Background: an optimization exercise with open tools, aiming at small area. Do not read the settings as production practice. RTL that was checked went through simulation tests only; none was proved equivalent to the original. Function not checked in runs 2 and 4: the RTL went through the layout flow alone. No driver is modelled on the clock port, so clocking that relies on it looks cheaper here than on a real chip. Power is estimated from default activity; no workload was simulated.

--- flow/flow/run.sh ---
#!/bin/bash
# Own layout flow:
#  1. the standard synthesis, then its combinational logic restructured
#     (ABC &deepsyn, best of 8 seeds) and re-mapped for area by ABC
#     (registers untouched, names kept);
#  2. the standard floorplan and placement, with the smallest buffer cell
#     on the ports;
#  3. a clock tree of CTS_K buffers driven by the clock port (flow/cts.tcl);
#  4. the standard flow from there (routing, finishing).
set -euo pipefail
R=orfs/results/${FLOW_PLATFORM}/copycat_core/base
LIB=${FLOW_HOME}/platforms/${FLOW_PLATFORM}/lib/sky130_fd_sc_hd__tt_025C_1v80.lib
YOSYS=${FLOW_HOME}/../tools/install/yosys/bin/yosys
[[ -x $YOSYS ]] || YOSYS=yosys
OPENROAD=${FLOW_HOME}/../tools/install/OpenROAD/bin/openroad
[[ -x $OPENROAD ]] || OPENROAD=openroad
source flow/cts_params.sh

bash standard.sh synth > 1_standard_synth.log 2>&1
cp $R/1_2_yosys.v standard_netlist.v
# ABC's &deepsyn is run from 8 random seeds, 4 at a time; each result must
# pass a SAT proof against the standard netlist; the smallest is kept.
python3 flow/cutff.py standard_netlist.v cut_standard.v
export LIB YOSYS
printf '%s\n' 1 2 3 4 5 6 7 8 | xargs -P 4 -I{} bash flow/resynth_one.sh {} || true
best=
barea=
for S in 1 2 3 4 5 6 7 8; do
  a=$(grep -i "chip area" 2_resynth_${S}.log 2>/dev/null | tail -1 | awk '{print $NF}')
  ok=no; [[ -f resynth_${S}.ok ]] && ok=yes
  echo "seed $S area $a proven $ok" >> 2_resynth_choice.log
  if [[ $ok == yes && -n "$a" ]]; then
    if [[ -z "$best" ]] || awk -v x="$a" -v y="$barea" 'BEGIN{exit !(x < y)}'; then
      best=$S; barea=$a
    fi
  fi
done
if [[ -z "$best" ]]; then
  echo "no re-mapped netlist was proven; keeping the standard netlist" >> 2_resynth_choice.log
  cp standard_netlist.v resynth_netlist_0.v
  best=0
fi
echo "kept seed $best (area $barea)" >> 2_resynth_choice.log
cp resynth_netlist_${best}.v resynth_netlist.v
cp resynth_netlist.v $R/1_2_yosys.v
touch $R/1_2_yosys.v

export BUFFER_PORTS_ARGS="-buffer_cell sky130_fd_sc_hd__buf_1"
bash standard.sh place > 3_standard_place.log 2>&1

PLATFORM_DIR=${FLOW_HOME}/platforms/${FLOW_PLATFORM} RESULTS_DIR=$R \
CLOCK_PORT=clk CTS_K=$CTS_K CTS_BUF=$CTS_BUF \
  $OPENROAD -no_init -exit flow/cts.tcl > 4_own_cts.log 2>&1
touch $R/4_1_cts.odb

bash standard.sh > 5_standard_finish.log 2>&1
if [[ -f orfs/logs/${FLOW_PLATFORM}/copycat_core/base/4_1_cts.log ]]; then
  echo "standard CTS ran over the own clock tree" >&2
  exit 1
fi
--- flow/flow/cts.tcl ---
# Clock tree: the clock port drives CTS_K buffers of type CTS_BUF, each of
# which drives one cluster of the registers (equal-size k-means on their
# placement).
set P $::env(PLATFORM_DIR)
set R $::env(RESULTS_DIR)
read_liberty $P/lib/sky130_fd_sc_hd__tt_025C_1v80.lib
read_db $R/3_place.odb
read_sdc $R/3_place.sdc
source $P/setRC.tcl
set K $::env(CTS_K)
set BUF $::env(CTS_BUF)
set clknet $::env(CLOCK_PORT)

set items {}
foreach p [all_registers -clock_pins] {
  set bb [[[sta::sta_to_db_pin $p] getInst] getBBox]
  lappend items [list [expr {([$bb xMin] + [$bb xMax]) / 2.0}] [expr {([$bb yMin] + [$bb yMax]) / 2.0}] [get_full_name $p]]
}
set items [lsort -real -index 0 $items]
set n [llength $items]
# initial centres: K strips by x; then Lloyd iterations
set centres {}
for {set k 0} {$k < $K} {incr k} {
  set g [lrange $items [expr {$k * $n / $K}] [expr {($k + 1) * $n / $K - 1}]]
  set sx 0; set sy 0
  foreach it $g { set sx [expr {$sx + [lindex $it 0]}]; set sy [expr {$sy + [lindex $it 1]}] }
  lappend centres [list [expr {$sx / [llength $g]}] [expr {$sy / [llength $g]}]]
}
# Lloyd iterations with equal-size clusters: pairs (register, centre) are
# taken in order of distance, each centre up to ceil(n / K) registers.
set cap [expr {($n + $K - 1) / $K}]
for {set iter 0} {$iter < 20} {incr iter} {
  set pairs {}
  set i 0
  foreach it $items {
    for {set k 0} {$k < $K} {incr k} {
      set c [lindex $centres $k]
      lappend pairs [list [expr {abs([lindex $it 0] - [lindex $c 0]) + abs([lindex $it 1] - [lindex $c 1])}] $i $k]
    }
    incr i
  }
  set pairs [lsort -real -index 0 $pairs]
  set owner [lrepeat $n -1]
  set fill [lrepeat $K 0]
  foreach pr $pairs {
    lassign $pr d i k
    if {[lindex $owner $i] >= 0 || [lindex $fill $k] >= $cap} continue
    lset owner $i $k
    lset fill $k [expr {[lindex $fill $k] + 1}]
  }
  set groups {}
  for {set k 0} {$k < $K} {incr k} { lappend groups {} }
  set i 0
  foreach it $items {
    set k [lindex $owner $i]
    lset groups $k [concat [lindex $groups $k] [list $it]]
    incr i
  }
  set centres {}
  foreach g $groups {
    set sx 0; set sy 0
    foreach it $g { set sx [expr {$sx + [lindex $it 0]}]; set sy [expr {$sy + [lindex $it 1]}] }
    lappend centres [list [expr {$sx / max(1, [llength $g])}] [expr {$sy / max(1, [llength $g])}]]
  }
}
set k 0
foreach g $groups c $centres {
  if {[llength $g] == 0} continue
  set pins {}
  foreach it $g { lappend pins [get_pins [lindex $it 2]] }
  puts "cluster $k: [llength $g] registers at [expr {[lindex $c 0] / 1000.0}] [expr {[lindex $c 1] / 1000.0}]"
  insert_buffer -buffer_cell $BUF -net $clknet -load_pins $pins \
    -location [list [expr {[lindex $c 0] / 1000.0}] [expr {[lindex $c 1] / 1000.0}]] \
    -buffer_name clkbuf_leaf_$k -net_name clknet_leaf_$k
  incr k
}
foreach net [get_nets clknet_leaf_*] { [sta::sta_to_db_net $net] setSigType CLOCK }
[sta::sta_to_db_net [get_nets $clknet]] setSigType CLOCK
detailed_placement
check_placement -verbose
set_propagated_clock [all_clocks]
estimate_parasitics -placement
report_clock_skew
set worst 0
foreach p [all_registers -clock_pins] { set s [get_property $p slew_max]; if {$s > $worst} { set worst $s } }
puts "worst register clock-pin slew (placement estimate): $worst"
report_worst_slack -max
report_worst_slack -min
write_db $R/4_1_cts.odb
write_sdc -no_timestamp $R/4_cts.sdc
--- flow/config.mk ---
export PLATFORM = sky130hd
export DESIGN_NAME = copycat_core
export DESIGN_NICKNAME = copycat_core
export VERILOG_FILES = /design/flow/design.v
export SDC_FILE = /design/flow/constraint.sdc
export NUM_CORES = 4
export LEC_CHECK = 0
export CAP_MARGIN = 0
export CORE_MARGIN = 2
export CORE_UTILIZATION = 70
export PLACE_DENSITY = 0.85
export SLEW_MARGIN = 0
--- flow/flow/equiv.ys ---
# Combinational equivalence of two netlists cut at the same flip-flops.
read_liberty -ignore_miss_func LIBFILE
read_verilog GOLD
rename TOPNAME gold
read_verilog GATE
rename TOPNAME gate
setattr -mod -unset top gold gate
flatten gold gate
opt_clean
miter -equiv -flatten -make_assert -ignore_gold_x gold gate miter
hierarchy -top miter
sat -verify -prove-asserts -show-ports -set-init-zero miter
--- flow/flow/cts_params.sh ---
CTS_K=3
CTS_BUF=sky130_fd_sc_hd__clkbuf_8
--- flow/constraint.sdc ---
create_clock -name core_clock -period 10.0 [get_ports {clk}]
set_input_delay 2.0000 -clock core_clock [delete_from_list [all_inputs] [get_ports {clk}]]
set_output_delay 2.0000 -clock core_clock [all_outputs]
set_load 0.01 [all_outputs]
--- flow/standard.sh ---
#!/bin/bash
# synth_recipe.tcl (not shown) runs the flow's synth.tcl, then flattens the netlist and writes it again
# the make line also repeats each setting of config.mk as NAME=value (left out here)
make -C /OpenROAD-flow-scripts/flow DESIGN_CONFIG=/design/flow/config.mk WORK_HOME=/design/flow/orfs CLKGATE_MAP_FILE= SYNTH_SCRIPT=/design/flow/synth_recipe.tcl "${@:-finish}"
--- flow/flow/resynth.abc ---
strash
&get -n
&deepsyn -T 45 -S SEED
&put
&get -n
&st
&dch -f
&nf -a -p -R 1000
&put
strash
&get -n
&st
&dch -f
&nf -a -p -R 1000
&put
strash
&get -n
&st
&dch -f
&nf -a -p -R 1000
&put
--- flow/flow/cutff.py ---
#!/usr/bin/env python3
"""Cut a gate netlist at its flip-flops: each flip-flop becomes an input port
(its outputs) and output ports (its data inputs), so that two netlists with
the same flip-flops can be compared as combinational logic.
usage: cutff.py in.v out.v"""
import re, sys
src = open(sys.argv[1]).read()
m = re.search(r'module\s+(\S+)\s*\((.*?)\);', src, re.S)
ports = [p.strip() for p in m.group(2).split(',') if p.strip()]
inst_re = re.compile(r'^\s*(sky130_fd_sc_hd__\w*(?:df|dl)\w*)\s+(\S+)\s*\((.*?)\);', re.S | re.M)
newp, decl, assigns = [], [], []
def body(mm):
    typ, name, conns = mm.group(1), mm.group(2), mm.group(3)
    key = re.sub(r'[^A-Za-z0-9_]', '_', name.lstrip('\\'))
    for pin, net in re.findall(r'\.(\w+)\(([^()]*)\)', conns):
        net = net.strip()
        if pin in ('CLK', 'GATE', 'GATE_N', 'CLK_N') or not net:
            continue
        pn = 'ff_%s_%s' % (key, pin)
        newp.append(pn)
        if pin in ('Q', 'Q_N'):
            decl.append('  input %s;' % pn); assigns.append('  assign %s = %s;' % (net, pn))
        else:
            decl.append('  output %s;' % pn); assigns.append('  assign %s = %s;' % (pn, net))
    return ''
src2 = inst_re.sub(body, src)
src2 = src2.replace(m.group(0), 'module %s(%s);' % (m.group(1), ', '.join(ports + sorted(set(newp)))), 1)
i = src2.rindex('endmodule')
src2 = src2[:i] + '\n'.join(sorted(set(decl))) + '\n' + '\n'.join(assigns) + '\n' + src2[i:]
open(sys.argv[2], 'w').write(src2)
--- flow/design.v ---
module copycat_core (
    input  wire       clk,
    input  wire       rst,         
    input  wire [2:0] in_raw,      
    output reg        out_sig,
    output reg        out_stat,
    output wire [7:0] nvm_addr,
    output wire [7:0] nvm_wdata,
    input  wire [7:0] nvm_rdata,
    output wire       nvm_rd,
    output wire       nvm_wr,
    input  wire       nvm_ready,
    output wire       wdt_kick
);
    localparam [4:0] CTL_TICK       = 5'h0;
    localparam [4:0] CTL_TRIG       = 5'ha;
    localparam [4:0] REC_ARM        = 5'hd;
    localparam [4:0] REC_WAIT_REL   = 5'h3;
    localparam [4:0] REC_WAIT_PRESS = 5'h4;
    localparam [4:0] REC_SYNC       = 5'h1;
    localparam [4:0] REC_CHECK      = 5'h8;
    localparam [4:0] REC_WRITE      = 5'h6;
    localparam [4:0] REC_FINAL      = 5'hb;
    localparam [4:0] REC_DONE       = 5'h7;
    localparam [4:0] PB_CLEAR       = 5'hc;
    localparam [4:0] PB_LEN         = 5'h9;
    localparam [4:0] PB_SYNC        = 5'h2;
    localparam [4:0] PB_LOAD        = 5'hf;
    localparam [4:0] PB_DONE        = 5'he;
    localparam [4:0] REC_BIT0       = 5'h10;
    localparam [4:0] PB_BIT0        = 5'h18;
    reg [3:0] tick_cnt;
    reg [2:0] prev_raw;
    reg [2:0] deb;
    reg       tick_flag;
    reg [4:0] s;
    reg [9:0] hold;
    reg [3:0] led;
    reg [7:0] shreg;
    reg [7:0] len;
    reg [7:0] idx;
    wire d_prog = deb[0];
    wire d_act  = deb[1];
    wire d_trig = deb[2];
    wire bitst   = s[4];
    wire pb_bit  = s[4] & s[3];
    wire last_bit = s[2:0] == 3'd7;
    assign nvm_rd   = (s == PB_LEN) || (s == PB_LOAD);
    assign nvm_wr   = (s == REC_WRITE) || (s == REC_FINAL);
    assign wdt_kick = (s == CTL_TICK) || (s == REC_WAIT_REL) ||
                      (s == REC_WAIT_PRESS) || bitst;
    assign nvm_addr  = idx;
    assign nvm_wdata = shreg;
    wire rec_more = d_prog && !(&idx);
    wire idx_clr  = (s == CTL_TICK) || (s == CTL_TRIG) ||
                    ((s == REC_CHECK) && !rec_more);
    wire idx_inc  = (s == PB_SYNC) || ((s == REC_CHECK) && rec_more) ||
                    (pb_bit && tick_flag && last_bit && (idx != len));
    wire hold_last = (hold == 10'b1010110010);
    wire tick = &tick_cnt;
    wire restart_tick = (s == REC_SYNC) || (s == PB_SYNC);
    always @(posedge clk) begin
        if (rst) begin
            tick_cnt <= 4'd0;
            prev_raw <= 3'b111;
            deb      <= 3'b000;
        end else begin
            tick_cnt <= restart_tick ? 4'd0 : tick_cnt + 4'd1;
            if (tick) begin
                deb      <= ~(in_raw | prev_raw);
                prev_raw <= in_raw;
            end
        end
    end
    wire consume = tick_flag && ((s == CTL_TICK) || bitst);
    always @(posedge clk) begin
        if (rst)
            tick_flag <= 1'b0;
        else if (tick)
            tick_flag <= 1'b1;
        else if (consume)
            tick_flag <= 1'b0;
    end
    always @(posedge clk) begin
        if (rst) begin
            s        <= CTL_TICK;
        end else begin
            if (bitst) begin
                if (tick_flag) begin
                    s <= s + 5'd1;
                    if (last_bit) begin
                        if (!pb_bit)
                            s <= REC_WRITE;
                        else if (idx == len)
                            s <= PB_DONE;
                        else
                            s   <= PB_LOAD;
                    end
                end
            end else
            case (s)
                CTL_TICK: begin
                    s <= CTL_TRIG;
                    if (tick_flag) begin
                        if (d_prog && hold_last)
                            s <= REC_ARM;
                    end
                end
                CTL_TRIG: s <= (d_act || d_trig) ? PB_CLEAR : CTL_TICK;
                REC_ARM: begin
                    s        <= REC_WAIT_REL;
                end
                REC_WAIT_REL:   if (!d_prog) s <= REC_WAIT_PRESS;
                REC_WAIT_PRESS: if (d_prog)  s <= REC_SYNC;
                REC_SYNC: s <= REC_CHECK;
                REC_CHECK: begin
                    if (rec_more)
                        s     <= REC_BIT0;
                    else begin
                        s     <= REC_FINAL;
                    end
                end
                REC_WRITE: if (nvm_ready) s <= REC_CHECK;
                REC_FINAL: if (nvm_ready) s <= REC_DONE;
                REC_DONE: begin
                    s        <= CTL_TRIG;
                end
                PB_CLEAR: begin
                    s        <= PB_LEN;
                end
                PB_LEN: begin
                    len <= nvm_rdata;
                    if (nvm_ready)
                        s <= (nvm_rdata == 8'd0) ? CTL_TICK : PB_SYNC;
                end
                PB_SYNC: s <= PB_LOAD;
                PB_LOAD: begin
                    if (nvm_ready)
                        s <= PB_BIT0;
                end
                PB_DONE: begin
                    s        <= CTL_TICK;
                end
                default: s <= CTL_TICK;
            endcase
        end
    end
    always @(posedge clk)
        idx <= (idx + {7'd0, idx_inc}) & {8{~idx_clr}};
    wire hold_en = (s == CTL_TICK) && tick_flag;
    always @(posedge clk)
        hold <= ({10{hold_en && d_prog && !hold_last}} & {hold[8:0], ~(hold[9] ^ hold[6])}) |
                ({10{!hold_en}} & hold);
    wire sh_shift = bitst && tick_flag;
    wire sh_rd    = (s == PB_LOAD);
    wire sh_cnt   = (s == REC_CHECK);
    always @(posedge clk)
        shreg <= ({8{sh_shift}} & {shreg[6:0], d_act & ~pb_bit}) |
                 ({8{sh_rd}} & nvm_rdata) | ({8{sh_cnt}} & idx) |
                 ({8{!(sh_shift || sh_rd || sh_cnt)}} & shreg);
    wire led_en = (s == CTL_TICK) && tick_flag;
    wire [3:0] led_next = {led[2:0], ~((~led[3] & led[1] & ~led[0]) | (led[3] & ~led[1] & ~led[0]) | (led[3] & led[1] & led[0]))};
    always @(posedge clk)
        led <= {4{!rst}} & (({4{led_en}} & led_next) | ({4{!led_en}} & led));
    wire o_bit = bitst && tick_flag;
    wire o_val = pb_bit ? shreg[7] : d_act;
    wire o_arm = (s == REC_ARM);
    wire o_clr = (s == REC_DONE) || (s == PB_CLEAR) || (s == PB_DONE);
    wire o_tog = (s == CTL_TICK) && tick_flag && led[3] && !led[2] && !led[1];
    wire o_keep = !o_bit && !o_arm && !o_clr;
    always @(posedge clk) begin
        out_sig  <= !rst && ((o_bit && o_val) || (o_keep && out_sig));
        out_stat <= !rst && ((o_bit && o_val) || o_arm || (o_keep && (out_stat ^ o_tog)));
    end
endmodule
--- flow/flow/resynth.ys ---
# Re-map the combinational logic of the standard synthesis for area.
# The registers stay the standard synthesis's cells, with their names.
read_liberty -ignore_miss_func LIBFILE
read_verilog standard_netlist.v
hierarchy -top TOPNAME
blackbox sky130_fd_sc_hd__*df* sky130_fd_sc_hd__*dl* sky130_fd_sc_hd__conb_1
flatten
opt -purge
abc -liberty LIBFILE -dont_use sky130_fd_sc_hd__lpflow_bleeder_1 -dont_use sky130_fd_sc_hd__lpflow_clkbufkapwr_1 -dont_use sky130_fd_sc_hd__lpflow_clkbufkapwr_16 -dont_use sky130_fd_sc_hd__lpflow_clkbufkapwr_2 -dont_use sky130_fd_sc_hd__lpflow_clkbufkapwr_4 -dont_use sky130_fd_sc_hd__lpflow_clkbufkapwr_8 -dont_use sky130_fd_sc_hd__lpflow_clkinvkapwr_1 -dont_use sky130_fd_sc_hd__lpflow_clkinvkapwr_16 -dont_use sky130_fd_sc_hd__lpflow_clkinvkapwr_2 -dont_use sky130_fd_sc_hd__lpflow_clkinvkapwr_4 -dont_use sky130_fd_sc_hd__lpflow_clkinvkapwr_8 -dont_use sky130_fd_sc_hd__lpflow_decapkapwr_12 -dont_use sky130_fd_sc_hd__lpflow_decapkapwr_3 -dont_use sky130_fd_sc_hd__lpflow_decapkapwr_4 -dont_use sky130_fd_sc_hd__lpflow_decapkapwr_6 -dont_use sky130_fd_sc_hd__lpflow_decapkapwr_8 -dont_use sky130_fd_sc_hd__lpflow_inputiso0n_1 -dont_use sky130_fd_sc_hd__lpflow_inputiso0p_1 -dont_use sky130_fd_sc_hd__lpflow_inputiso1n_1 -dont_use sky130_fd_sc_hd__lpflow_inputiso1p_1 -dont_use sky130_fd_sc_hd__lpflow_inputisolatch_1 -dont_use sky130_fd_sc_hd__lpflow_isobufsrc_1 -dont_use sky130_fd_sc_hd__lpflow_isobufsrc_16 -dont_use sky130_fd_sc_hd__lpflow_isobufsrc_2 -dont_use sky130_fd_sc_hd__lpflow_isobufsrc_4 -dont_use sky130_fd_sc_hd__lpflow_isobufsrc_8 -dont_use sky130_fd_sc_hd__lpflow_isobufsrckapwr_16 -dont_use sky130_fd_sc_hd__lpflow_lsbuf_lh_hl_isowell_tap_1 -dont_use sky130_fd_sc_hd__lpflow_lsbuf_lh_hl_isowell_tap_2 -dont_use sky130_fd_sc_hd__lpflow_lsbuf_lh_hl_isowell_tap_4 -dont_use sky130_fd_sc_hd__lpflow_lsbuf_lh_isowell_4 -dont_use sky130_fd_sc_hd__lpflow_lsbuf_lh_isowell_tap_1 -dont_use sky130_fd_sc_hd__lpflow_lsbuf_lh_isowell_tap_2 -dont_use sky130_fd_sc_hd__lpflow_lsbuf_lh_isowell_tap_4 -dont_use sky130_fd_sc_hd__probe_p_8 -dont_use sky130_fd_sc_hd__probec_p_8  -script resynth_SEED.abc
opt_clean -purge
rename -hide w:*.*
opt_clean -purge
stat -liberty LIBFILE
write_verilog -noattr -nohex -nodec resynth_netlist_SEED.v
--- flow/flow/resynth_one.sh ---
#!/bin/bash
# resynth_one.sh SEED: one re-mapping of standard_netlist.v (ABC seed SEED),
# then a SAT proof that its logic between the flip-flops equals the
# standard netlist's; writes resynth_netlist_SEED.v and resynth_SEED.ok.
set -uo pipefail
S=$1
sed -e "s#SEED#${S}#g" flow/resynth.abc > resynth_${S}.abc
sed -e "s#LIBFILE#${LIB}#g" -e "s#TOPNAME#${FLOW_TOP}#g" -e "s#SEED#${S}#g" flow/resynth.ys > resynth_${S}.ys
$YOSYS -s resynth_${S}.ys > 2_resynth_${S}.log 2>&1 || exit 0
python3 flow/cutff.py resynth_netlist_${S}.v cut_resynth_${S}.v || exit 0
sed -e "s#LIBFILE#${LIB}#g" -e "s#TOPNAME#${FLOW_TOP}#g" -e "s#GOLD#cut_standard.v#" -e "s#GATE#cut_resynth_${S}.v#" flow/equiv.ys > equiv_${S}.ys
$YOSYS -s equiv_${S}.ys > 2_equiv_${S}.log 2>&1 && touch resynth_${S}.ok
exit 0
==> reports/summary.md, run 1 <==
The flow ran to the end and the layout has no timing, DRC or antenna violations. The final count of pins violating max slew is 0. Static timing analysis puts the maximum clock frequency at 273 MHz. The signal on the critical path passes through nand2_1 -> or2_0 -> nor2_1 -> nor3_1 -> buf_1. The run gives 3100 um^2 as the placeable core region. The tools report the initial antenna violation count as 0.

The longest individual stage delay on the worst path came out at 0.59 ns. The count of input and output buffers was 34; the via count was 2,089. The maximum number of pins on one net before global-route repair is 20, and the slew at the pin with the worst max-slew slack is 0.930 ns. Of all nets on the critical path, the largest fanout is 12.

The first global-routing pass estimated 8080 um of wire. The tools report the design internal power as 0.340 mW. The tools report the number of synthesis warnings as 1. Dividing the detail-routed via count by the number of cells gives 6.45. The area growth from synthesis to layout was 10.0%. Once detail routing completed, the nets flagged for antenna violations numbered 0. Among cell families on the critical path, the largest total delay comes from simple AND/OR/NAND/NOR gates.

Minimum setup slack in the final design: 6.34 ns. Type of element capturing the critical path: a primary output. The worst setup path is launched from a flop.

The tools report the relative contribution of combinational cells to total power as 30.1%. The share of cells above drive strength 1 was 1.43%; the final setup TNS was 0 ns. The buffer and inverter count on the worst path works out to 1. The logs give 0 for the final-report hold violation count and 20 for the standard-cell row count. Before antenna repair, the detailed router went through 6 iterations. The total power is 0.534 mW.

At the end of routability-driven placement, the weighted congestion stood at 0.910. Setup repair after global routing left no endpoint under its margin. The die covers 3780 um^2. The post-layout minimum cycle time is 3.66 ns, and the horizontal extent of the die is 61.5 um. After the first detailed-routing iteration, the DRC count stood at 233. The share of total power dissipated in sequential elements is 54.5%. The worst endpoint data arrival time was 1.66 ns. In this run the power spent charging and discharging nets is 0.194 mW. The tools report the overall global routing resource usage as 27.9%.

The run gives 6.59 ns as the worst slack at placement. The tools report the boundary pin count as 35. The total DRC errors in the routed layout was 0.

Insertion delay to the later sink of the worst-skew pair: 0.16 ns. The peak supply drop is 0.189 mV, and the mean cell area of the mapped netlist is 9.55 um^2. The tightest hold path in the finished design has a slack of 0.453 ns. The worst setup path is of the reg2out kind. Counting every net in the synthesized netlist gives 256. The logs give 0 for the residual overflow from global routing and 242 for the number of instances in the synthesized netlist.

For this design the static power due to leakage is 0.901 nW. The number of antenna diodes in the final layout is 0. The die extent in y was 61.5 um; the worst slew margin relative to its limit was 37.5%. Setup violations remaining at the end of the flow were counted as 0. The tools report the max-capacitance violation count as 0.

The logs give 2310 um^2 for the netlist area before placement and 8.00 ns for the required time at the worst-slack endpoint. The fraction of power spent switching nets is 36.4%, and the clock share of power is 15.4%. Wire length per cell: 16.4 um.

For this design the ratio of total power to cell area is 210 nW/um^2. The initial utilization of the core area, before any placement, comes to 74.5%. The tools report the number of nets in the finished design as 296.

The tools report the final HPWL from detailed placement as 3950 um. Classification of the worst-slack hold path: reg2reg. For the wire length reported by the detailed router, the log shows 5330 um. For the number of global-route vias before repair, the log shows 1,687. After clock tree synthesis, the clock-pin slew on the worst setup and hold paths is 0.11 ns. Clock skew on the completed layout was measured at 0.00824 ns. In the finished design, the share of the clock period the worst path needs comes to 36.6%. The worst-path cell with the longest stage delay is dfxtp_1.
-- power by group through the flow --
stage          logic [mW]  clock network [mW]  registers, mW
2_1_floorplan       0.107                   0          0.289
3_3_place_gp        0.152                   0          0.293
3_5_place_dp        0.156                   0          0.295
5_1_grt             0.175              0.0890          0.294
6_report            0.161              0.0822          0.291
-- registers in the layout (all words and copies together) (netlist names) --
name,count
deb,3
hold,10
idx,8
led,4
len,8
out_sig,1
out_stat,1
prev_raw,3
s,5
shreg,8
tick_cnt,4
tick_flag,1
-- per-layer routing --
layer  wire length [um]  up-vias  track usage [%]  part of all wire [%]
met3                454        8             2.73                   8.5
met5                  0        -                0                     0
met2               2420       95             45.0                    45
met4                 51        0             1.52                  0.96
li1                   -     1004                -                     -
met1               2400      982             43.0                    45
-- worst paths after layout --
kind                                       endpoint  slack, ns  cells past startpoint                startpoint
worst max-delay path                         nvm_wr       6.34                      5         s[3]$_SDFFE_PP0P_
worst min-delay path            deb[0]$_SDFFE_PP0P_       0.45                      1  prev_raw[0]$_SDFFE_PP1P_
worst max register to register       idx[7]$_DFF_P_       7.09                      9           s[4]$_SDFF_PP0_
worst min register to register  deb[0]$_SDFFE_PP0P_       0.45                      1  prev_raw[0]$_SDFFE_PP1P_
-- cell type report --
cell class,count,area (um^2)
Sequential cell,56,1200
Multi-Input combinational cell,184,1100
Fill cell,218,559
Timing Repair Buffer,35,135
Tap cell,44,55.1
Clock buffer,3,41.3
Inverter,2,7.51
-- cell usage in the layout, fill, tap and decap left out, drive strengths merged, types with 8 or more instances in the layout --
cell and instances:
a21oi 9, a222oi 8, a22o 13, buf 35, dfxtp 48, edfxtp 8
nand2 32, nor2 23, nor3 19, o21ai 8
-- stage by stage --
stage,cells,instance area (um^2),utilization [%]
6_report,324,2540,82.0
5_1_grt,324,2540,82.0
3_5_place_dp,321,2500,80.6
3_3_place_gp,321,2500,80.6
2_1_floorplan,242,2310,-
==> run 2: changes to the inputs <==
--- a/flow/design.v
+++ b/flow/design.v
@@ -13,11 +13,11 @@
     output wire       wdt_kick
 );
     localparam [4:0] CTL_TICK       = 5'h0;
-    localparam [4:0] CTL_TRIG       = 5'ha;
+    localparam [4:0] CTL_TRIG       = 5'h1;
     localparam [4:0] REC_ARM        = 5'hd;
     localparam [4:0] REC_WAIT_REL   = 5'h3;
     localparam [4:0] REC_WAIT_PRESS = 5'h4;
-    localparam [4:0] REC_SYNC       = 5'h1;
+    localparam [4:0] REC_SYNC       = 5'ha;
     localparam [4:0] REC_CHECK      = 5'h8;
     localparam [4:0] REC_WRITE      = 5'h6;
     localparam [4:0] REC_FINAL      = 5'hb;
@@ -52,8 +52,9 @@
     assign nvm_addr  = idx;
     assign nvm_wdata = shreg;
     wire rec_more = d_prog && !(&idx);
-    wire idx_clr  = (s == CTL_TICK) || (s == CTL_TRIG) ||
-                    ((s == REC_CHECK) && !rec_more);
+    wire idx_keep = bitst || ((s == REC_CHECK) && rec_more) || (s == REC_WRITE) ||
+                    (s == PB_SYNC) || (s == PB_LOAD);
+    wire idx_clr  = !idx_keep;
     wire idx_inc  = (s == PB_SYNC) || ((s == REC_CHECK) && rec_more) ||
                     (pb_bit && tick_flag && last_bit && (idx != len));
     wire hold_last = (hold == 10'b1010110010);
@@ -153,9 +154,9 @@
                 ({10{!hold_en}} & hold);
     wire sh_shift = bitst && tick_flag;
     wire sh_rd    = (s == PB_LOAD);
-    wire sh_cnt   = (s == REC_CHECK);
+    wire sh_cnt   = (s == REC_CHECK);    
     always @(posedge clk)
-        shreg <= ({8{sh_shift}} & {shreg[6:0], d_act & ~pb_bit}) |
+        shreg <= ({8{sh_shift}} & {shreg[6:0], d_act}) |
                  ({8{sh_rd}} & nvm_rdata) | ({8{sh_cnt}} & idx) |
                  ({8{!(sh_shift || sh_rd || sh_cnt)}} & shreg);
     wire led_en = (s == CTL_TICK) && tick_flag;
==> reports/summary.md, run 2 <==
The longest individual stage delay on the worst path was 0.64 ns; the minimum setup slack in the final design was 6.21 ns. 35 I/O pins were placed. The die covers 3790 um^2. Number of global-route vias before repair: 1,815. For the final database, setup skew stands at 0.0117 ns. The wire length per cell was 16.2 um; the standard-cell row count was 20. Setup violations remaining at the end of the flow were counted as 0. Based on the critical path, the design can be clocked at up to 264 MHz.

Per report_power, the combinational group accounts for 26.9% of the total. Detailed placement ended at an HPWL of 3890 um. After the first detailed-routing iteration, the DRC count stood at 223. The max-capacitance violation count is 0. The tools report the final count of pins violating max slew as 0. The die is 61.5 um wide. The flow ran to the end and the layout has no timing, DRC or antenna violations. Averaged over all synthesized cells, the footprint is 9.46 um^2. Worst hold path cell count: 1. For the standby leakage power, the log shows 0.932 nW. In the global route stage, overall resource usage came out at 28.4%. The final-report hold violation count came out at 0.

The synthesized netlist occupies a cell area of 2320 um^2. The first global-routing pass estimated 8240 um of wire. Setup total negative slack on the finished layout was measured at 0 ns. Power spread over the standard cell area amounts to 199 nW/um^2. The start point of the critical path is s[0]$_SDFFE_PP0P_. In this design, the largest share of critical-path delay is due to simple AND/OR/NAND/NOR gates.

The number of nets in the synthesized netlist is 259. The later pin in the worst-skew pair is clocked with a latency of 0.16 ns. The maximum number of pins on one net before global-route repair was 20; the area growth from synthesis to layout was 9.99%. After filler insertion, the fill cell instance count of the layout stands at 213. The type of element launching the critical path was a flop.

After the last flow step, the layout net total stands at 299. Wires add up to 5290 um. Dividing the final minimum period by the clock period gives 37.9%. The count of input and output buffers is 34, and the worst slew margin relative to its limit is 24.3%. Traced cell by cell, the critical path runs through nor2_1 -> or3_1 -> nor2_1 -> nor3_1 -> buf_1.

Top fanout value on the critical path: 14. Across the VDD grid, the largest voltage drop is 0.174 mV. Cell internal power was estimated by the tool at 0.332 mW.

The slew at the pin with the worst max-slew slack is 1.13 ns, and the depth of the worst register-to-register path is 7. Count of inserted antenna diode cells: 0. The tools report the worst endpoint data arrival time as 1.79 ns. The total DRC errors in the routed layout is 0. Classification of the worst-slack hold path: reg2reg.

The required time at the worst-slack endpoint came out at 8.00 ns. The worst setup path is captured at a primary output. Across all layers, the routed design uses 2,099 vias.

After layout, the minimum clock period comes to 3.79 ns. The first detailed-routing pass ran for 7 iterations. On the critical path, the stage with the largest delay is an instance of dfxtp_1.

The logs give 0 for the initial antenna violation count and 74.7% for the effective utilization at floorplan. Leaving out fill and tap cells, the most frequent cells in the layout are dfxtp_1 (48), buf_1 (34), nand2_1 (32), nor2_1 (25), nor3_1 (16). Ranked by flip-flop count, first place goes to hold. The CTS clock-pin slew for the worst setup and hold paths was 0.11 ns. The logs give 3100 um^2 for the placeable core region and 0 for the residual overflow from global routing.

Setup repair after global routing left no endpoint under its margin. Summing all multi-input logic gate instances after layout gives 1100 um^2. The buffer and inverter count on the worst path is 1, and the clock share of power is 16.0%. By instance count, the cell type seen most on the critical path is nor2_1. For the worst slack at placement, the log shows 6.48 ns. The worst register-to-register path begins at s[0]$_SDFFE_PP0P_.

In this run switching power makes up 34.7% of total power. The number of synthesis warnings was 1. Using the TritonRoute via totals, the vias-per-cell ratio works out to 6.42. The run gives 82.1% as the final cell utilization of the core. The worst setup path is of the reg2out kind.

The share of cells above drive strength 1 works out to 1.41%. Leaving out fill and tap cells, the most frequent cell in the layout is dfxtp_1. In the synthesized netlist, the number of instances is 245.

The die is 61.5 um tall. In the final layout, flip-flops and latches occupy 1200 um^2. The critical path runs through a total of 5 cells. The register with the most flip-flops in the layout has 10 of them.

For the final RePlAce weighted congestion, the log shows 0.972. For the net switching power, the log shows 0.176 mW. Of the total power, registers draw 57.0%. In this run the remaining antenna-violating nets after routing total 0. The tools report the startpoint of the lowest-slack hold path as prev_raw[0]$_SDFFE_PP1P_.
-- run 2: cell type report --
cell class	instances	share of cell area [%]
Tap cell	44	2.16
Sequential cell	56	47.1
Timing Repair Buffer	35	5.30
Clock buffer	3	1.62
Inverter	3	0.442
Multi-Input combinational cell	186	43.3
-- run 2: power by group through the flow --
stage	Sequential (mW)	Clock (mW)	Combinational, mW
6_report	0.290	0.0815	0.137
2_1_floorplan	0.289	0	0.0907
5_1_grt	0.293	0.0882	0.153
3_3_place_gp	0.291	0	0.130
3_5_place_dp	0.293	0	0.133
-- run 2: worst register-to-register path: cells and delay by family (launching register included) --
| family | cells | cell delay [ns] |
|---|---|---|
| AO/OA/AOI/OAI | 4 | 1.66 |
| flip-flops | 1 | 0.64 |
| AND/OR/NAND/NOR | 3 | 0.59 |
-- run 2: metrics by stage --
stage	std cells	hold WS, ns	power, mW	cell area (um^2)
floorplan	245	0.420	0.380	2320
global placement	324	0.432	0.422	2510
detailed placement	324	0.438	0.426	2510
global route	327	0.465	0.534	2550
finish	327	0.449	0.508	2550
-- run 2: worst paths after layout --
path                          to  slack (ns)
min reg2reg  deb[0]$_SDFFE_PP0P_        0.45
min          deb[0]$_SDFFE_PP0P_        0.45
max                       nvm_wr        6.21
max reg2reg    s[1]$_SDFFE_PP0P_        7.03
-- run 2: layer usage --
metal  wire, um  vias up  track usage (%)
li1           -     1007                -
met1       2270      979             37.5
met2       2570      101             49.9
met3        363       12             3.99
met4         91        0             5.17
met5          0        -                0
==> run 3: changes to the inputs <==
--- a/flow/design.v
+++ b/flow/design.v
@@ -154,7 +154,7 @@
                 ({10{!hold_en}} & hold);
     wire sh_shift = bitst && tick_flag;
     wire sh_rd    = (s == PB_LOAD);
-    wire sh_cnt   = (s == REC_CHECK);    
+    wire sh_cnt   = (s == REC_CHECK) && !rec_more;
     always @(posedge clk)
         shreg <= ({8{sh_shift}} & {shreg[6:0], d_act}) |
                  ({8{sh_rd}} & nvm_rdata) | ({8{sh_cnt}} & idx) |
==> reports/summary.md, run 3 <==
The run finished with no timing, DRC or antenna violations. Cells fill 81.8% of the core in the end. Once placement finished, the instance area stood at 2500 um^2.

STA classifies the critical path endpoint as a primary output. The total overflow left after global routing is 0. Counting flops per register, the top entry is hold. The critical path start-end classification is reg2out.

Global routing used 26.6% of the available tracks. The worst slack at placement is 6.44 ns, and the longest individual stage delay on the worst path is 0.64 ns. For this block, the via count after detailed routing is 2,049. Global routing used 2.10% of the available met3 tracks.

Broken down by cell family, the worst path's largest delay share belongs to flip-flops. The required time at the worst-slack endpoint was 8.00 ns; the peak supply drop was 0.173 mV. Dividing the detail-routed wire length by the instance count gives 15.5 um. Excluding fillers, the count of instances in the completed layout stands at 324. The worst register-to-register path has a setup slack of 7.23 ns.

Routability-driven placement finished with a final weighted congestion of 0.911. For the first-pass detailed-route iteration total, the log shows 5. The run gives 0.17 ns as the insertion delay to the later sink of the worst-skew pair. The worst-path cell with the longest stage delay was dfxtp_1. The buffer and inverter count on the worst path is 2. In the layout the commonest cells are dfxtp_1 (48), buf_1 (34), nand2_1 (28), nor2_1 (23), nor3_1 (15). For the worst endpoint data arrival time, the log shows 1.80 ns. For the number of synthesis warnings, the log shows 1. The classification of the worst-slack hold path was reg2reg. The register with the most flip-flops in the layout has 10 of them. Leaving out fill and tap cells, the most frequent cell in the layout is dfxtp_1. Compared with the post-synthesis result, the final layout area differs by 9.68%. The share of the clock period used by the worst path was 38.0%; the final setup TNS was 0 ns. Final hold analysis gives a worst-case slack of 0.448 ns.

Setup violations remaining at the end of the flow were counted as 0. The run gives 321 as the number of placed instances, taps included. After synthesis the cells add up to 2310 um^2. For the standby leakage power, the log shows 0.894 nW.

Setup repair after global routing left no endpoint under its margin. The first global-routing pass estimated 7710 um of wire. Measured against its own limit, the worst slew margin works out to 27.8%. In this run the horizontal extent of the chip is 61.5 um. Count of inserted antenna diode cells: 0.

The run gives 257 as the synthesized netlist net count. Static timing analysis puts the maximum clock frequency at 263 MHz. The routed design could run at a clock period as short as 3.80 ns. The run gives 74.6% as the effective utilization at floorplan.

During I/O placement, the number of pins put on the boundary was 35. The wire length reported by the detailed router was 5010 um; the final HPWL from detailed placement was 3680 um. In this run, the number of DRC markers left after iteration 0 of detailed routing was 192. The net count of the finished layout is 296.

The global routing stage identified its most utilized layer as met2. The worst setup path is launched from a flop. The run gives 3780 um^2 as the die area.

During placement, the flow inserted port buffers numbering 34. Cells with a size suffix above 1 make up 1.07% of the layout. Across all setup checks in the final design, the least slack found is 6.20 ns. At the pin with the least slew margin, the transition time is 1.08 ns. Across the routed clock network, the largest skew measured is 0.00948 ns. For this run, global-route usage on met2 was measured as 45.6%. In this run the power density over the cells is 182 nW/um^2. The final count of pins violating max slew was 0; the placeable core region was 3100 um^2. The routing usage on met1 came out at 38.3%. After clock tree synthesis, the clock-pin slew on the worst setup and hold paths is 0.10 ns. The die is 61.5 um tall.

The final-report hold violation count was 0; the ratio of routed vias to standard cells was 6.32. The maximum number of pins on one net before global-route repair is 20, and the mean cell area of the mapped netlist is 9.52 um^2. After layout, the design draws a total of 0.463 mW. The finished cells cover 2540 um^2. The logs give 1,680 for the number of global-route vias before repair and 20 for the standard-cell row count.

The total DRC errors in the routed layout was 0; the count of nets left with antenna violations after detail routing was 0. In this run the worst path has a maximum fanout of 16. The max-capacitance violation count is 0. The critical path goes through clkinv_1 -> a21boi_0 -> nand2_1 -> nor2_1 -> or3_1 -> buf_1. The initial antenna violation count was 0.

Number of instances in the synthesized netlist: 243.
[run 3: final timing paths]
path                       startpoint                  end  cells after the start
max                 s[0]$_SDFFE_PP0P_             wdt_kick                      6
min          prev_raw[1]$_SDFFE_PP1P_  deb[1]$_SDFFE_PP0P_                      1
max reg2reg         s[0]$_SDFFE_PP0P_     shreg[5]$_DFF_P_                      8
min reg2reg  prev_raw[1]$_SDFFE_PP1P_  deb[1]$_SDFFE_PP0P_                      1
[run 3: cell type report]
cell class | count | area (um^2)
Clock buffer | 3 | 41.3
Fill cell | 213 | 566
Inverter | 5 | 18.8
Multi-Input combinational cell | 182 | 1090
Sequential cell | 56 | 1200
Tap cell | 44 | 55.1
Timing Repair Buffer | 34 | 128
[run 3: per-layer routing]
metal / share of wire [%] / wire length (um)
met1: 45 / 2250
met3: 6.3 / 316
met5: 0 / 0
met2: 48 / 2410
met4: 0.62 / 31
[run 3: where the power goes]
group / switching [mW] / internal [mW]
clock network: 0.0541 / 0.0280
registers: 0.0278 / 0.246
logic: 0.0642 / 0.0426
total: 0.146 / 0.317
==> run 4: changes to the inputs <==
--- a/flow/design.v
+++ b/flow/design.v
@@ -52,9 +52,9 @@
     assign nvm_addr  = idx;
     assign nvm_wdata = shreg;
     wire rec_more = d_prog && !(&idx);
-    wire idx_keep = bitst || ((s == REC_CHECK) && rec_more) || (s == REC_WRITE) ||
-                    (s == PB_SYNC) || (s == PB_LOAD);
-    wire idx_clr  = !idx_keep;
+    wire busy_step = bitst || (s == REC_CHECK) || (s == REC_WRITE) || (s == REC_FINAL) ||
+                     (s == PB_SYNC) || (s == PB_LOAD);
+    wire idx_clr  = !busy_step || ((s == REC_CHECK) && !rec_more);
     wire idx_inc  = (s == PB_SYNC) || ((s == REC_CHECK) && rec_more) ||
                     (pb_bit && tick_flag && last_bit && (idx != len));
     wire hold_last = (hold == 10'b1010110010);
@@ -170,7 +170,7 @@
     wire o_tog = (s == CTL_TICK) && tick_flag && led[3] && !led[2] && !led[1];
     wire o_keep = !o_bit && !o_arm && !o_clr;
     always @(posedge clk) begin
-        out_sig  <= !rst && ((o_bit && o_val) || (o_keep && out_sig));
+        out_sig  <= !rst && ((o_bit && o_val) || (!o_bit && busy_step && out_sig));
         out_stat <= !rst && ((o_bit && o_val) || o_arm || (o_keep && (out_stat ^ o_tog)));
     end
 endmodule
==> reports/summary.md, run 4 <==
The run finished with no timing, DRC or antenna violations. The area growth from synthesis to layout works out to 9.91%. Headroom to the max-slew limit came out at 44.9%. Counting every net in the synthesized netlist gives 261. The netlist area before placement came out at 2340 um^2. In this run the mean area of a mapped cell was 9.46 um^2.

The share of the clock period used by the worst path was 38.0%. The critical path is of the reg2out type. The run gives 1 as the number of synthesis warnings.

Between clock sinks in the finished design, the worst skew comes to 0.0111 ns. For this configuration, the core starts out at a cell density of 75.3%. Counting every instance in the synthesized netlist gives 247.

The classification of the worst-slack hold path is reg2reg. The worst setup path is captured at a primary output. The die extent in y is 61.8 um. Power spread over the standard cell area amounts to 215 nW/um^2. The insertion delay to the later sink of the worst-skew pair is 0.17 ns, and the number of nets in the finished design is 301. The tools report the standby leakage power as 0.917 nW.

The worst endpoint data arrival time was 1.80 ns; the first-pass detailed-route iteration total was 5. The final route contains 2,087 vias. The slew at the pin with the worst max-slew slack came out at 0.820 ns.

The worst setup path is launched from a flop. The first global-routing pass estimated 8400 um of wire. The register with the most flip-flops in the final layout is hold.

The worst register-to-register path begins at s[1]$_SDFFE_PP0P_. In this run, the number of DRC markers left after iteration 0 of detailed routing was 215. The final RePlAce weighted congestion was 0.994.

Ratio of routed vias to standard cells: 6.34. The die area was 3810 um^2; the final count of pins violating max slew was 0. The CTS clock-pin slew for the worst setup and hold paths is 0.11 ns, and the final-report hold violation count is 0. The wire length per cell was 17.1 um; the post-layout minimum cycle time was 3.80 ns. For the worst flop-to-flop path, the logic depth is 7.

The tools report the highest attainable clock frequency as 263 MHz. Setup repair after global routing left no endpoint under its margin. The register-to-register setup slack came out at 7.42 ns. In the layout the commonest cells are dfxtp_1 (48), buf_1 (34), nand2_1 (32), nor2_1 (27). STA puts the critical path data required time at 8.00 ns. In this run the critical register-to-register path is captured at s[3]$_SDFFE_PP0P_. The final setup TNS is 0 ns, and the maximum number of pins on one net before global-route repair is 20.

For the final HPWL from detailed placement, the log shows 4270 um. For the initial antenna violation count, the log shows 0. The most common cell after layout, fill and taps aside is dfxtp_1. The residual overflow from global routing is 0. Number of global-route vias before repair: 1,811. In this run the most critical hold path is launched from prev_raw[2]$_SDFFE_PP1P_.

The run gives 0 as the total DRC errors in the routed layout. Of all nets on the critical path, the largest fanout is 11. Pin placement for this block handled 35 I/O pins. In this run the core area contains 20 standard-cell rows. Once detail routing completed, the nets flagged for antenna violations numbered 0.

Cells with a size suffix above 1 make up 1.40% of the layout. The run gives 0 as the total of endpoints with negative setup slack in the final report. The most critical setup path has its endpoint at nvm_rd. The count of buffers added on input and output ports is 34.

IR analysis of the VDD net gives a maximum drop of 0.186 mV. The horizontal extent of the die was 61.8 um; the flip-flop count of the largest register after layout was 10. The total power came out at 0.553 mW. The floorplan step defined a core boundary enclosing 3100 um^2. The logs give 0 for the max-capacitance violation count and 5610 um for the wire length reported by the detailed router.

In the global route stage, overall resource usage came out at 29.4%. The tools report the count of inserted antenna diode cells as 0. Start point of the critical path: s[2]$_SDFFE_PP0P_.
[run 4: worst min path at each step]
stage                                      to  depth (start not counted)
after floorplan           deb[2]$_SDFFE_PP0P_                          2
after global placement    deb[2]$_SDFFE_PP0P_                          1
after detailed placement  deb[2]$_SDFFE_PP0P_                          1
after global routing      deb[2]$_SDFFE_PP0P_                          1
final                     deb[2]$_SDFFE_PP0P_                          1
[run 4: per-stage QoR]
stage | hold slack [ns] | worst slack [ns] | cell area (um^2) | utilization, % | std cells
global placement | 0.431 | 6.47 | 2530 | 81.4 | 326
global route | 0.482 | 6.02 | 2570 | 82.7 | 329
floorplan | 0.420 | 6.69 | 2340 | - | 247
finish | 0.457 | 6.20 | 2570 | 82.7 | 329
detailed placement | 0.438 | 6.45 | 2530 | 81.4 | 326
[run 4: cell type report]
cell class | count | area, um^2
Sequential cell | 56 | 1200
Tap cell | 44 | 55.1
Multi-Input combinational cell | 188 | 1120
Clock buffer | 3 | 41.3
Timing Repair Buffer | 35 | 135
Inverter | 3 | 11.3
Fill cell | 207 | 536
[run 4: power breakdown]
part           internal, mW  switching, mW
Combinational        0.0681          0.106
Clock                0.0280         0.0535
Sequential            0.256         0.0410
[run 4: layer usage]
| layer | GRT usage, % | share of wire (%) |
|---|---|---|
| met3 | 1.86 | 6.0 |
| met1 | 38.6 | 41 |
| met4 | 4.56 | 0.98 |
| met5 | 0 | 0 |
| met2 | 54.4 | 52 |
[run 4: critical path, stage by stage (launching register included)]
cell     delay (ns)
dfxtp_1        0.55
nand3_1        0.19
nor2_1         0.56
a31o_1         0.18
buf_1          0.15
==> run 5: changes to the inputs <==
--- a/flow/design.v
+++ b/flow/design.v
@@ -21,9 +21,9 @@
     localparam [4:0] REC_CHECK      = 5'h8;
     localparam [4:0] REC_WRITE      = 5'h6;
     localparam [4:0] REC_FINAL      = 5'hb;
-    localparam [4:0] REC_DONE       = 5'h7;
+    localparam [4:0] REC_DONE       = 5'h9;
     localparam [4:0] PB_CLEAR       = 5'hc;
-    localparam [4:0] PB_LEN         = 5'h9;
+    localparam [4:0] PB_LEN         = 5'h7;
     localparam [4:0] PB_SYNC        = 5'h2;
     localparam [4:0] PB_LOAD        = 5'hf;
     localparam [4:0] PB_DONE        = 5'he;
@@ -52,9 +52,9 @@
     assign nvm_addr  = idx;
     assign nvm_wdata = shreg;
     wire rec_more = d_prog && !(&idx);
-    wire busy_step = bitst || (s == REC_CHECK) || (s == REC_WRITE) || (s == REC_FINAL) ||
-                     (s == PB_SYNC) || (s == PB_LOAD);
-    wire idx_clr  = !busy_step || ((s == REC_CHECK) && !rec_more);
+    wire idx_keep = bitst || ((s == REC_CHECK) && rec_more) || (s == REC_WRITE) ||
+                    (s == PB_SYNC) || (s == PB_LOAD);
+    wire idx_clr  = !idx_keep;
     wire idx_inc  = (s == PB_SYNC) || ((s == REC_CHECK) && rec_more) ||
                     (pb_bit && tick_flag && last_bit && (idx != len));
     wire hold_last = (hold == 10'b1010110010);
@@ -74,14 +74,8 @@
         end
     end
     wire consume = tick_flag && ((s == CTL_TICK) || bitst);
-    always @(posedge clk) begin
-        if (rst)
-            tick_flag <= 1'b0;
-        else if (tick)
-            tick_flag <= 1'b1;
-        else if (consume)
-            tick_flag <= 1'b0;
-    end
+    always @(posedge clk)
+        tick_flag <= !rst && (tick || (tick_flag && !consume));
     always @(posedge clk) begin
         if (rst) begin
             s        <= CTL_TICK;
@@ -102,10 +96,8 @@
             case (s)
                 CTL_TICK: begin
                     s <= CTL_TRIG;
-                    if (tick_flag) begin
-                        if (d_prog && hold_last)
-                            s <= REC_ARM;
-                    end
+                    if (tick_flag && d_prog && hold_last)
+                        s <= REC_ARM;
                 end
                 CTL_TRIG: s <= (d_act || d_trig) ? PB_CLEAR : CTL_TICK;
                 REC_ARM: begin
@@ -170,7 +162,7 @@
     wire o_tog = (s == CTL_TICK) && tick_flag && led[3] && !led[2] && !led[1];
     wire o_keep = !o_bit && !o_arm && !o_clr;
     always @(posedge clk) begin
-        out_sig  <= !rst && ((o_bit && o_val) || (!o_bit && busy_step && out_sig));
+        out_sig  <= !rst && ((o_bit && o_val) || (o_keep && out_sig));
         out_stat <= !rst && ((o_bit && o_val) || o_arm || (o_keep && (out_stat ^ o_tog)));
     end
 endmodule
==> reports/summary.md, run 5 <==
The run finished with no timing, DRC or antenna violations. The register bank with the most flops is hold. For this design the top-level I/O count stands at 35. Port buffering added 34 buffers. After legalization and detailed placement, the total HPWL measured 3820 um. The mean cell area of the mapped netlist came out at 9.50 um^2. Type of element capturing the critical path: a primary output. Once detail routing completed, the nets flagged for antenna violations numbered 0. For the global-route wire length before repair, the log shows 8360 um. The area growth from synthesis to layout is 9.74%.

The synthesized netlist net count was 256. The standby leakage power is 0.876 nW, and the horizontal extent of the die is 61.3 um. Setup repair after global routing left no endpoint under its margin. The standard-cell row count is 20, and the number of standard cells in the final layout excluding fillers is 323.

After the first detailed-routing iteration, the DRC count stood at 237. Headroom to the max-slew limit came out at 42.5%. The number of placed instances, taps included was 320.

Critical path start-end classification: reg2out. The run gives 3760 um^2 as the die area. After detailed placement, the total cell area comes to 2480 um^2.

The logs give 295 for the number of nets in the finished design and 82.0% for the final cell utilization of the core. The number of synthesis warnings is 1, and the wire length per cell is 15.7 um. Type of element launching the critical path: a flop. The final hold slack is 0.453 ns. The logs give 0 for the total of endpoints with negative setup slack in the final report and 0 for the count of inserted antenna diode cells. For this run, the top clock speed supported by timing is 269 MHz. Data on the critical path is required at its endpoint by 8.00 ns. For this run, design rule violations remaining after detail routing come to 0. The final-report hold violation count was 0; the first-pass detailed-route iteration total was 7. After synthesis the cells add up to 2300 um^2. The worst path needs 3.71 ns of the cycle, external delays included. At the pin with the least slew margin, the transition time is 0.855 ns. The congestion estimate from routability-driven global placement came to 0.897. The final count of pins violating max slew was 0; the CTS clock-pin slew for the worst setup and hold paths was 0.11 ns. Data arrives at the worst endpoint at 1.71 ns. The core region is 3080 um^2. Dividing the detail-routed via count by the number of cells gives 6.34. The peak supply drop is 0.192 mV.

Leaving out fill and tap cells, the most frequent cell in the layout is dfxtp_1. For the overall global routing resource usage, the log shows 28.9%. The initial antenna violation count is 0. The register with the most flip-flops in the layout has 10 of them.

Max-cap violations in this run came to 0. For the insertion delay to the later sink of the worst-skew pair, the log shows 0.16 ns. In the layout the commonest cells are dfxtp_1 (48), buf_1 (34), nor2_1 (28), nand2_1 (28).

Once layout is done, the placed cells without fillers occupy 2520 um^2. The initial utilization of the core area, before any placement, comes to 74.7%. After layout, the worst path uses 37.1% of the clock period. For the final setup TNS, the log shows 0 ns.

For the via count, the log shows 2,049. The run gives 1,836 as the number of global-route vias before repair. The die extent in y is 61.3 um, and the wire length reported by the detailed router is 5070 um. The maximum number of pins on one net before global-route repair came out at 20. The residual overflow from global routing is 0. In the final layout, the share of cells above drive strength 1 is 1.08%.

The worst hold path belongs to the class reg2reg. Counting every instance in the synthesized netlist gives 242. The tools report the clock skew after layout as 0.00763 ns. Power spread over the standard cell area amounts to 217 nW/um^2. Along the worst path, the maximum fanout reaches 12.
## run 5: worst max-delay path: stages, from the launching register on
cell and delay [ns]:
dfxtp_1 0.55, or2_0 0.34, nand3_1 0.14, nor3_1 0.32, buf_1 0.19
## run 5: layout make-up
type / count / area, um^2
Timing Repair Buffer: 34 / 128
Sequential cell: 56 / 1200
Clock buffer: 3 / 41.3
Multi-Input combinational cell: 182 / 1080
Fill cell: 224 / 554
Inverter: 4 / 15.0
Tap cell: 44 / 55.1
## run 5: path summary, 6_finish.rpt
check	startpoint	to	slack (ns)	cells past startpoint
min reg2reg	prev_raw[1]$_SDFFE_PP1P_	deb[1]$_SDFFE_PP0P_	0.45	1
max reg2reg	idx[3]$_DFF_P_	shreg[2]$_DFF_P_	7.24	8
min	prev_raw[1]$_SDFFE_PP1P_	deb[1]$_SDFFE_PP0P_	0.45	1
max	s[3]$_SDFFE_PP0P_	nvm_wr	6.29	4
## run 5: routing by layer
layer / up-vias / wire length, um / GRT usage [%]
li1: 995 / - / -
met1: 957 / 2230 / 40.8
met2: 88 / 2470 / 48.5
met3: 9 / 295 / 3.57
met4: 0 / 68 / 5.28
met5: - / 0 / 0
## run 5: power by group
group	internal [mW]	switching (mW)
Clock	0.0280	0.0542
Sequential	0.259	0.0465
Combinational	0.0588	0.100
Total	0.346	0.201
## run 5: stage by stage
step / total power [mW] / worst slack, ns
global placement: 0.459 / 6.51
floorplan: 0.411 / 6.80
global route: 0.580 / 6.19
detailed placement: 0.466 / 6.47
finish: 0.547 / 6.29
==> run 6: changes to the inputs <==
--- a/flow/design.v
+++ b/flow/design.v
@@ -21,9 +21,9 @@
     localparam [4:0] REC_CHECK      = 5'h8;
     localparam [4:0] REC_WRITE      = 5'h6;
     localparam [4:0] REC_FINAL      = 5'hb;
-    localparam [4:0] REC_DONE       = 5'h9;
+    localparam [4:0] REC_DONE       = 5'h7;
     localparam [4:0] PB_CLEAR       = 5'hc;
-    localparam [4:0] PB_LEN         = 5'h7;
+    localparam [4:0] PB_LEN         = 5'h9;
     localparam [4:0] PB_SYNC        = 5'h2;
     localparam [4:0] PB_LOAD        = 5'hf;
     localparam [4:0] PB_DONE        = 5'he;
@@ -58,7 +58,9 @@
     wire idx_inc  = (s == PB_SYNC) || ((s == REC_CHECK) && rec_more) ||
                     (pb_bit && tick_flag && last_bit && (idx != len));
     wire hold_last = (hold == 10'b1010110010);
-    wire tick = &tick_cnt;
+    wire tick_low0 = (tick_cnt[2:0] == 3'd0);
+    wire tick = tick_cnt[3] && tick_low0;
+    wire [3:0] tick_next = {tick_cnt[2:0], tick_cnt[3] ^ tick_cnt[2] ^ tick_low0};
     wire restart_tick = (s == REC_SYNC) || (s == PB_SYNC);
     always @(posedge clk) begin
         if (rst) begin
@@ -66,7 +68,7 @@
             prev_raw <= 3'b111;
             deb      <= 3'b000;
         end else begin
-            tick_cnt <= restart_tick ? 4'd0 : tick_cnt + 4'd1;
+            tick_cnt <= restart_tick ? 4'd0 : tick_next;
             if (tick) begin
                 deb      <= ~(in_raw | prev_raw);
                 prev_raw <= in_raw;
@@ -74,8 +76,14 @@
         end
     end
     wire consume = tick_flag && ((s == CTL_TICK) || bitst);
-    always @(posedge clk)
-        tick_flag <= !rst && (tick || (tick_flag && !consume));
+    always @(posedge clk) begin
+        if (rst)
+            tick_flag <= 1'b0;
+        else if (tick)
+            tick_flag <= 1'b1;
+        else if (consume)
+            tick_flag <= 1'b0;
+    end
     always @(posedge clk) begin
         if (rst) begin
             s        <= CTL_TICK;
--- a/flow/flow/run.sh
+++ b/flow/flow/run.sh
@@ -1,7 +1,7 @@
 #!/bin/bash
 # Own layout flow:
 #  1. the standard synthesis, then its combinational logic restructured
-#     (ABC &deepsyn, best of 8 seeds) and re-mapped for area by ABC
+#     (ABC &deepsyn, best of 16 seeds) and re-mapped for area by ABC
 #     (registers untouched, names kept);
 #  2. the standard floorplan and placement, with the smallest buffer cell
 #     on the ports;
@@ -18,14 +18,14 @@
 
 bash standard.sh synth > 1_standard_synth.log 2>&1
 cp $R/1_2_yosys.v standard_netlist.v
-# ABC's &deepsyn is run from 8 random seeds, 4 at a time; each result must
+# ABC's &deepsyn is run from 16 random seeds, 4 at a time; each result must
 # pass a SAT proof against the standard netlist; the smallest is kept.
 python3 flow/cutff.py standard_netlist.v cut_standard.v
 export LIB YOSYS
-printf '%s\n' 1 2 3 4 5 6 7 8 | xargs -P 4 -I{} bash flow/resynth_one.sh {} || true
+printf "%s\n" $(seq 1 16) | xargs -P 4 -I{} bash flow/resynth_one.sh {} || true
 best=
 barea=
-for S in 1 2 3 4 5 6 7 8; do
+for S in $(seq 1 16); do
   a=$(grep -i "chip area" 2_resynth_${S}.log 2>/dev/null | tail -1 | awk '{print $NF}')
   ok=no; [[ -f resynth_${S}.ok ]] && ok=yes
   echo "seed $S area $a proven $ok" >> 2_resynth_choice.log
==> reports/summary.md, run 6 <==
The logs give 2.24 ns for the worst endpoint data arrival time and 0 for the final-report hold violation count. Combinational logic is responsible for 28.6% of the overall power. Global routing consumed, on the met1 layer, 41.7% of the routing resources. Setup slack on the critical path of the routed design comes to 5.76 ns. Traced cell by cell, the critical path runs through nand2_1 -> nor3_1 -> nor3_1 -> buf_1. Setup total negative slack on the finished layout was measured at 0 ns.

The die extent in y was 61.5 um. For this run, the share of the core covered by cells in the final layout is 82.1%. Critical path's top delay family: simple AND/OR/NAND/NOR gates. The worst slack at placement was 6.05 ns. Net switching is 34.5% of the power. Number of nets in the finished design: 301. The final HPWL from detailed placement was 3870 um. The library cells used most frequently in the layout, excluding fill and tap cells, are dfxtp_1 (48), nand2_1 (35), buf_1 (34), nor2_1 (28), nor3_1 (17). The endpoint identified for the worst register-to-register timing path is shreg[2]$_DFF_P_. In the routed design, unresolved DRC markers number 0. Per report_power, the sequential group accounts for 56.1% of the total.

The logs give 2320 um^2 for the netlist area before placement and 2510 um^2 for the cell area after placement. For the number of synthesis warnings, the log shows 1. Entering global routing, the biggest net connects 20 pins.

For the standard-cell row count, the log shows 20. The run gives 0 as the final count of pins violating max slew. The classification of the worst-slack hold path is reg2reg. For met2 alone, demand over resource in global routing was 48.6%. For hold timing, the worst endpoint is deb[2]$_SDFFE_PP0P_. For the pin with the worst max-slew slack, the measured transition is 1.07 ns. In this design, the critical path's most frequently occurring cell is nor3_1. The final critical path takes up 42.4% of the cycle.

The tools report the peak supply drop as 0.146 mV. The startpoint of the lowest-slack hold path was prev_raw[2]$_SDFFE_PP1P_. The start point of the critical path is s[3]$_SDFFE_PP0P_. For this run, global-route usage on met3 was measured as 1.68%. The internal portion of the total power is 0.339 mW. The highest attainable clock frequency was 236 MHz. The analysis attributes to cell leakage a power of 0.903 nW. The run gives 5170 um as the wire length reported by the detailed router.

The finished layout holds 329 standard cells, fillers aside. The buffer and inverter count on the worst path was 1. Worst hold path cell count: 1. Counting cells, the worst reg-to-reg path comes to 7. In this run the register-to-register setup slack is 6.74 ns.

The later pin in the worst-skew pair is clocked with a latency of 0.16 ns. The run finished with no timing, DRC or antenna violations. The boundary pin count is 35, and the effective utilization at floorplan is 74.6%. The worst setup path is captured at a primary output.

The area of all placed cells without fillers was 2550 um^2. Setup violations remaining at the end of the flow were counted as 0. The total overflow left after global routing is 0. The flip-flop count of the largest register after layout came out at 10.

The worst register-to-register path begins at s[3]$_SDFFE_PP0P_. Clock-pin slew was measured on the worst setup and hold paths at 0.10 ns. Synthesis produced a netlist with a net count of 261. The run gives 0.00629 ns as the clock skew after layout.

The floorplan step defined a die boundary enclosing 3780 um^2. The routing layer with the top usage in global route was met2. 0 antenna diodes ended up in the layout.

After detailed routing, the number of vias per cell comes to 6.31. The tools report the net switching power as 0.179 mW. The library cell used most frequently in the layout, excluding fill and tap cells, is dfxtp_1. Setup repair after global routing left no endpoint under its margin. Overall global routing resource usage: 28.8%. Worst-path cell with the longest stage delay: nor3_1.

The logs give 0 for the max-capacitance violation count and 9 for the first-pass detailed-route iteration total. More flip-flops sit in one register than any other, and that register is hold. At the end of routability-driven placement, the weighted congestion stood at 0.961.

Power spread over the standard cell area amounts to 203 nW/um^2. The worst slew margin relative to its limit was 28.3%; the top fanout value on the critical path was 15. Post-layout minimum cycle time: 4.24 ns. Area growth from synthesis to layout: 9.99%. The share of cells above drive strength 1 works out to 1.40%.

The number of global-route vias before repair is 1,807. The longest individual stage delay on the worst path is 0.86 ns, and the clock share of power is 15.3%. Synthesis produced a netlist whose cell count is 247. At the worst endpoint, the required time is 8.00 ns. The tools report the initial antenna violation count as 0.

The count of nets left with antenna violations after detail routing was 0; the final hold slack was 0.452 ns. The count of input and output buffers was 34; the total power was 0.518 mW. The mean cell area of the mapped netlist is 9.38 um^2, and the global-route wire length before repair is 8360 um. Once placement completed, the tool counted placed cells totaling 326. The horizontal extent of the die was 61.5 um. The wire length per cell was 15.7 um. The total area inside the core boundary comes to 3100 um^2.

In this run, the number of DRC markers left after iteration 0 of detailed routing was 248. The worst setup path is of the reg2out kind. The tools report the via count as 2,077. Type of element launching the critical path: a flop.
## run 6: per-layer routing
layer  vias up  share of wire (%)  wire length [um]
met5         -                  0                 0
met4         0                1.4                71
met3         9                6.2               320
met2        95                 48              2500
met1       963                 44              2280
li1       1010                  -                 -
## run 6: how the worst max path moves through the flow
stage / cells past startpoint / slack [ns] / end
after detailed placement: 4 / 6.05 / nvm_wr
after global placement: 4 / 6.10 / nvm_wr
after floorplan: 2 / 6.40 / len[0]$_DFFE_PP_
final: 4 / 5.76 / nvm_wr
after global routing: 4 / 5.55 / nvm_wr
## run 6: final cells by class
type	instances	area (um^2)
inverter	4	15.0
tap	44	55.1
multi-input combinational	187	1100
fill	205	556
timing repair buffer	35	135
clock buffer	3	41.3
sequential	56	1200
## run 6: power by group through the flow
stage                     combinational (mW)  sequential [mW]  clock [mW]
final                                  0.148            0.291      0.0793
after global routing                   0.163            0.294      0.0868
after detailed placement               0.144            0.294           0
after global placement                 0.141            0.293           0
after floorplan                       0.0972            0.293           0

-- afterwards: timing with drivers on the ports --
In the flow no input, the clock included, has a driving cell. The finished layouts below were timed again as built, in two steps. Step 1, drivers: a clkbuf_16 drives clk and a buf_2 each remaining input, both assumed. Step 2 also shifts input and output timing later by t, the mid clock arrival at the registers, as if the neighbouring blocks saw the same clock. Slacks: no drivers / after step 1 / after step 2; pairs: no drivers / after step 1.
run	shift t [ns]	slack for setup (ns)	worst hold slack (ns)	cell pins on the clock port's net
run 1	0.206	6.341 / 6.295 / 6.501	0.453 / 0.453 / 0.453	3
run 2	0.204	6.211 / 6.167 / 6.371	0.449 / 0.449 / 0.449	3
run 3	0.206	6.202 / 6.159 / 6.365	0.448 / 0.448 / 0.448	3
run 4	0.208	6.198 / 6.152 / 6.360	0.457 / 0.457 / 0.457	3
run 5	0.209	6.289 / 6.241 / 6.450	0.453 / 0.453 / 0.453	3
run 6	0.206	5.756 / 5.708 / 5.914	0.452 / 0.452 / 0.452	3
After both steps setup and hold are still met in every run listed.
